Context: an optimization exercise on an open-source flow, tuned for small area. The choices shown serve that exercise and are no tape-out recipe. Only simulation tests tie the RTL to the original design; equivalence was not proved. The flow treats the clock pin as an ideal source. Dropping or thinning the clock tree relies on that and would not hold on a real chip. No activity file was given, so power comes from the tool's default toggle rates.

Setup of north:
==> flow/design.v <==
module daisy_core (
    input  wire       clk,
    input  wire       rst,
    input  wire       op_valid,
    input  wire [3:0] op,
    output wire       cmd_ready,
    output wire       rx_active,
    output wire       hop_request,
    output reg        rdata_valid,
    output wire [7:0] rdata,
    output reg        radio_req,
    output wire       radio_channel,
    output reg        sink_byte_valid,
    output wire [7:0] sink_byte,
    output wire       sink_commit,
    output reg        sink_begin,
    output wire       sink_begin_chan
);
    localparam [2:0] PH_OFF      = 3'd0;
    localparam [2:0] PH_WAITPRE  = 3'd2;
    localparam [2:0] PH_WAITSTA  = 3'd3;
    localparam [2:0] PH_PREFETCH = 3'd4;
    localparam [2:0] PH_PAYLOAD  = 3'd5;
    localparam [2:0] PH_HOP      = 3'd6;
    reg [2:0]  phase;
    reg [15:8] win;        
    reg [7:0]  acc;        
    reg [9:0]  cnt;
    reg [2:0]  ones;
    reg [15:0] crc;
    reg        prev_enc;
    reg        channel;
    reg [2:0]  err;
    reg [5:0]  tag;
    reg        waiting;
    reg [1:0]  sel;        
    wire ph_wp  = ~phase[2] &  phase[1] & ~phase[0];
    wire ph_ws  =  phase[1] &  phase[0];
    wire ph_pf  =  phase[2] & ~phase[1] & ~phase[0];
    wire ph_pl  =  phase[2] &  phase[0];
    wire ph_hop =  phase[2] &  phase[1];
    wire is_bit  = op_valid & (op[3:1] == 3'b000);
    wire task_ok = op_valid & ~waiting;
    wire rdone   = op_valid & (op == 4'h5) & waiting;
    wire op_stop = task_ok & (op == 4'h3);
    wire op_read = task_ok & (op[3:2] == 2'b10);
    wire hop_go  = task_ok & (op == 4'h4) & ph_hop;
    wire req     = (task_ok & (op == 4'h2)) | hop_go;
    wire d      = ~(prev_enc ^ op[0]);
    wire b      = win[8];
    wire flag_n = ({d, win[15:9]} == 8'h7E);
    wire pre_n  = ({d, win[15:9]} == 8'h55) & ({win[8], acc[7:1]} == 8'h55);
    wire c_lo7  = (cnt[2:0] == 3'd7);
    wire c_15   = cnt[4] | (cnt[3] & c_lo7);                  
    wire c_5    = cnt[4] | cnt[3] | (cnt[2] & (cnt[1] | cnt[0]));  
    wire c_1020 = &cnt[9:2];                      
    wire stuff_due = ones[2] & ~ones[1];                     
    wire pl_bit    = is_bit & ph_pl;
    wire stuff_err = pl_bit & stuff_due & b;
    wire pl_go     = pl_bit & ~(stuff_due & b);
    wire data_step = pl_bit & ~stuff_due;
    wire end_flag  = pl_go & flag_n;
    wire noend     = data_step & ~flag_n & c_1020;
    reg  flag_seen;                                          
    wire crc_ok    = (crc == 16'hF0B8);
    wire wp_match   = is_bit & ph_wp & c_15 & pre_n;
    wire wp_hop     = is_bit & ph_wp & c_5 & (d == win[15]);    
    wire ws_flag    = is_bit & ph_ws & flag_n;
    wire ws_timeout = is_bit & ph_ws & ~flag_n & c_15;
    wire pf_end     = is_bit & ph_pf & c_lo7;
    wire do_reset = rdone | ws_timeout | stuff_err | end_flag | noend;
    wire cnt_clr  = do_reset | wp_match | ws_flag | pf_end;
    wire        shift_en = is_bit & ~(ph_pl & stuff_due);
    wire        cnt_inc  = shift_en;
    wire        fb       = b ^ crc[0];
    wire        fb_pl    = ph_pl & fb;
    wire [15:0] crc_n    = {~ph_pl | fb, crc[15:1]} ^ {5'b00000, fb_pl, 6'b000000, fb_pl, 3'b000};
    assign cmd_ready       = ~waiting;
    assign rx_active       = phase[2] | phase[1];
    assign hop_request     = ph_hop & ~waiting;
    assign radio_channel   = channel;
    assign sink_begin_chan = channel;
    assign sink_byte       = acc;
    assign sink_commit     = flag_seen & crc_ok;
    assign rdata = {sink_begin, radio_req,
                    (sel == 2'd2) ? tag[5:3] : 3'b000,
                    (sel == 2'd0) ? phase :
                    (sel == 2'd1) ? {2'b00, channel} :
                    (sel == 2'd2) ? tag[2:0] : err};
    reg [2:0] phase_n;
    always @* begin
        phase_n = phase;
        if (op_stop)         phase_n = PH_OFF;
        if (wp_match)        phase_n = PH_WAITSTA;
        if (wp_hop)          phase_n = PH_HOP;
        if (ws_flag)         phase_n = PH_PREFETCH;
        if (pf_end)          phase_n = PH_PAYLOAD;
        if (do_reset)        phase_n = PH_WAITPRE;
    end
    reg [2:0] err_n;
    always @* begin
        err_n = (rdata_valid && sel == 2'd3) ? 3'd0 : err;
        if (ws_timeout)             err_n = 3'd1;
        if (stuff_err)              err_n = 3'd2;
        if (noend)                  err_n = 3'd3;
        if (flag_seen && !crc_ok)   err_n = 3'd4;
    end
    always @(posedge clk) begin
        sel <= op[1:0];
        if (is_bit)
            win <= {d, win[15:9]};
        if (shift_en)
            acc <= {b, acc[7:1]};
        if (cnt_clr)
            cnt <= 10'd0;
        else if (cnt_inc)
            cnt <= cnt + 10'd1;
        if (is_bit)
            ones <= (ph_pl & b) ? {ones[1:0], ~ones[2]} : 3'b000;
        if (shift_en)
            crc <= crc_n;
        if (rst) begin
            phase    <= PH_OFF;
            prev_enc <= 1'b0;
            channel  <= 1'b0;
            err      <= 3'd0;
            tag      <= 6'd0;
            waiting  <= 1'b0;
            rdata_valid     <= 1'b0;
            radio_req       <= 1'b0;
            sink_byte_valid <= 1'b0;
            flag_seen       <= 1'b0;
            sink_begin      <= 1'b0;
        end else begin
            phase <= phase_n;
            if (is_bit)
                prev_enc <= op[0];
            if (hop_go)
                channel <= ~channel;
            err <= err_n;
            if (pf_end)
                tag <= {d, win[15:11]};
            if (req)
                waiting <= 1'b1;
            else if (rdone)
                waiting <= 1'b0;
            rdata_valid     <= op_read;
            radio_req       <= req;
            sink_byte_valid <= data_step & c_lo7;
            flag_seen       <= end_flag;
            sink_begin      <= do_reset;
        end
    end
endmodule
==> flow/config.mk <==
export PLATFORM = sky130hd
export DESIGN_NAME = daisy_core
export DESIGN_NICKNAME = daisy_core
export VERILOG_FILES = /design/flow/design.v
export SDC_FILE = /design/flow/constraint.sdc
export NUM_CORES = 4
export LEC_CHECK = 0
export CAP_MARGIN = 20
export CORE_MARGIN = 2
export CORE_UTILIZATION = 40
export SLEW_MARGIN = 20
==> flow/constraint.sdc <==
create_clock -name core_clock -period 5.0 [get_ports {clk}]
set_input_delay 1.0000 -clock core_clock [delete_from_list [all_inputs] [get_ports {clk}]]
set_output_delay 1.0000 -clock core_clock [all_outputs]
set_load 0.01 [all_outputs]
standard.sh (not shown) runs the stock make flow with config.mk's settings and CLKGATE_MAP_FILE= SYNTH_SCRIPT=/design/flow/synth_recipe.tcl, a recipe that flattens the netlist after the stock synthesis.
==> flow/flow/run.sh <==
#!/bin/bash
# Layout flow: the standard flow with the standard synthesis unchanged;
# port buffers are buf_1, and the clock tree is built by flow/pre_cts.tcl.
set -euo pipefail
bash standard.sh synth > synth.log 2>&1
bash standard.sh finish \
  "BUFFER_PORTS_ARGS=-buffer_cell sky130_fd_sc_hd__buf_1" \
  "PRE_CTS_TCL=$PWD/flow/pre_cts.tcl" \
  > layout.log 2>&1
Other scripts of this flow, unchanged in this note and not shown: flow/flow/downsize.tcl, flow/flow/pre_cts.tcl
north has completed all stages; timing, DRC and antenna checks passed.
The following lists how south was set up differently from north:
--- a/flow/design.v
+++ b/flow/design.v
@@ -8,9 +8,9 @@
     output wire       hop_request,
     output reg        rdata_valid,
     output wire [7:0] rdata,
-    output reg        radio_req,
+    output wire       radio_req,
     output wire       radio_channel,
-    output reg        sink_byte_valid,
+    output wire       sink_byte_valid,
     output wire [7:0] sink_byte,
     output wire       sink_commit,
     output reg        sink_begin,
@@ -33,7 +33,6 @@
     reg [2:0]  err;
     reg [5:0]  tag;
     reg        waiting;
-    reg [1:0]  sel;        
     wire ph_wp  = ~phase[2] &  phase[1] & ~phase[0];
     wire ph_ws  =  phase[1] &  phase[0];
     wire ph_pf  =  phase[2] & ~phase[1] & ~phase[0];
@@ -61,7 +60,10 @@
     wire data_step = pl_bit & ~stuff_due;
     wire end_flag  = pl_go & flag_n;
     wire noend     = data_step & ~flag_n & c_1020;
-    reg  flag_seen;                                          
+    reg  bv;                                                 
+    reg  fr;                                                 
+    wire [1:0] sel     = {fr, bv};
+    wire       flag_ev = fr & sink_begin;
     wire crc_ok    = (crc == 16'hF0B8);
     wire wp_match   = is_bit & ph_wp & c_15 & pre_n;
     wire wp_hop     = is_bit & ph_wp & c_5 & (d == win[15]);    
@@ -81,8 +83,10 @@
     assign radio_channel   = channel;
     assign sink_begin_chan = channel;
     assign sink_byte       = acc;
-    assign sink_commit     = flag_seen & crc_ok;
-    assign rdata = {sink_begin, radio_req,
+    assign sink_commit     = flag_ev & crc_ok;
+    assign sink_byte_valid = bv & ~rdata_valid;
+    assign radio_req       = fr & ~sink_begin & ~rdata_valid;
+    assign rdata = {sink_begin, sink_begin,
                     (sel == 2'd2) ? tag[5:3] : 3'b000,
                     (sel == 2'd0) ? phase :
                     (sel == 2'd1) ? {2'b00, channel} :
@@ -103,10 +107,9 @@
         if (ws_timeout)             err_n = 3'd1;
         if (stuff_err)              err_n = 3'd2;
         if (noend)                  err_n = 3'd3;
-        if (flag_seen && !crc_ok)   err_n = 3'd4;
+        if (flag_ev && !crc_ok)     err_n = 3'd4;
     end
     always @(posedge clk) begin
-        sel <= op[1:0];
         if (is_bit)
             win <= {d, win[15:9]};
         if (shift_en)
@@ -127,9 +130,8 @@
             tag      <= 6'd0;
             waiting  <= 1'b0;
             rdata_valid     <= 1'b0;
-            radio_req       <= 1'b0;
-            sink_byte_valid <= 1'b0;
-            flag_seen       <= 1'b0;
+            bv              <= 1'b0;
+            fr              <= 1'b0;
             sink_begin      <= 1'b0;
         end else begin
             phase <= phase_n;
@@ -145,9 +147,8 @@
             else if (rdone)
                 waiting <= 1'b0;
             rdata_valid     <= op_read;
-            radio_req       <= req;
-            sink_byte_valid <= data_step & c_lo7;
-            flag_seen       <= end_flag;
+            bv              <= op_read ? op[0] : data_step & c_lo7;
+            fr              <= op_read ? op[1] : (end_flag | req);
             sink_begin      <= do_reset;
         end
     end
==> comparison <==
Compared with north, in south global-route usage over all layers shows a reduction of 0.48 points; total power draw shows a reduction of about 5%; wire length the detailed router placed on met1 shows an increase of 3.3%; area of all placed cells without fillers shows a reduction of 1.1%; y dimension of the die shows an increase of 0.75 um. Re routed wire length: north and south aren't equal, and the lower value belongs to south. Comparing north and south, the lower number of fill cells was measured on north. north: done, clean on timing, DRC and antenna. south | stages: all done | timing, DRC, antenna: all pass. In south relative to north, peak supply drop had gone down by more than 10%.
In every run of this note, the design's own scripts or RTL, not TritonCTS, make the clock network.

-- port drivers added, routing unchanged --
The flow's constraints put no driver on any port. The routed layouts listed below were extracted and timed again, unchanged, in two steps. Step 1 sets driving cells, clkbuf_16 on the clock port and buf_2 on the other inputs (assumed; they add their load-dependent delay and slew). Step 2 times the ports against the registers' clock, not the clock port: input delays grow and output delays shrink by t, the midpoint of the rising clock arrivals with the driver on. a / b / c = no drivers / after step 1 / after step 2; a / b = the first two.
run	shift t [ns]	setup slack, ns	worst setup path after step 2
north	0.218	1.281 / 1.318 / 1.099	input to register
south	0.221	1.779 / 1.819 / 1.599	input to register
After both steps every run listed still meets setup and hold. The setup slack of north, which loses most, moves by +0.037 ns with the drivers and by -0.182 ns with both steps.
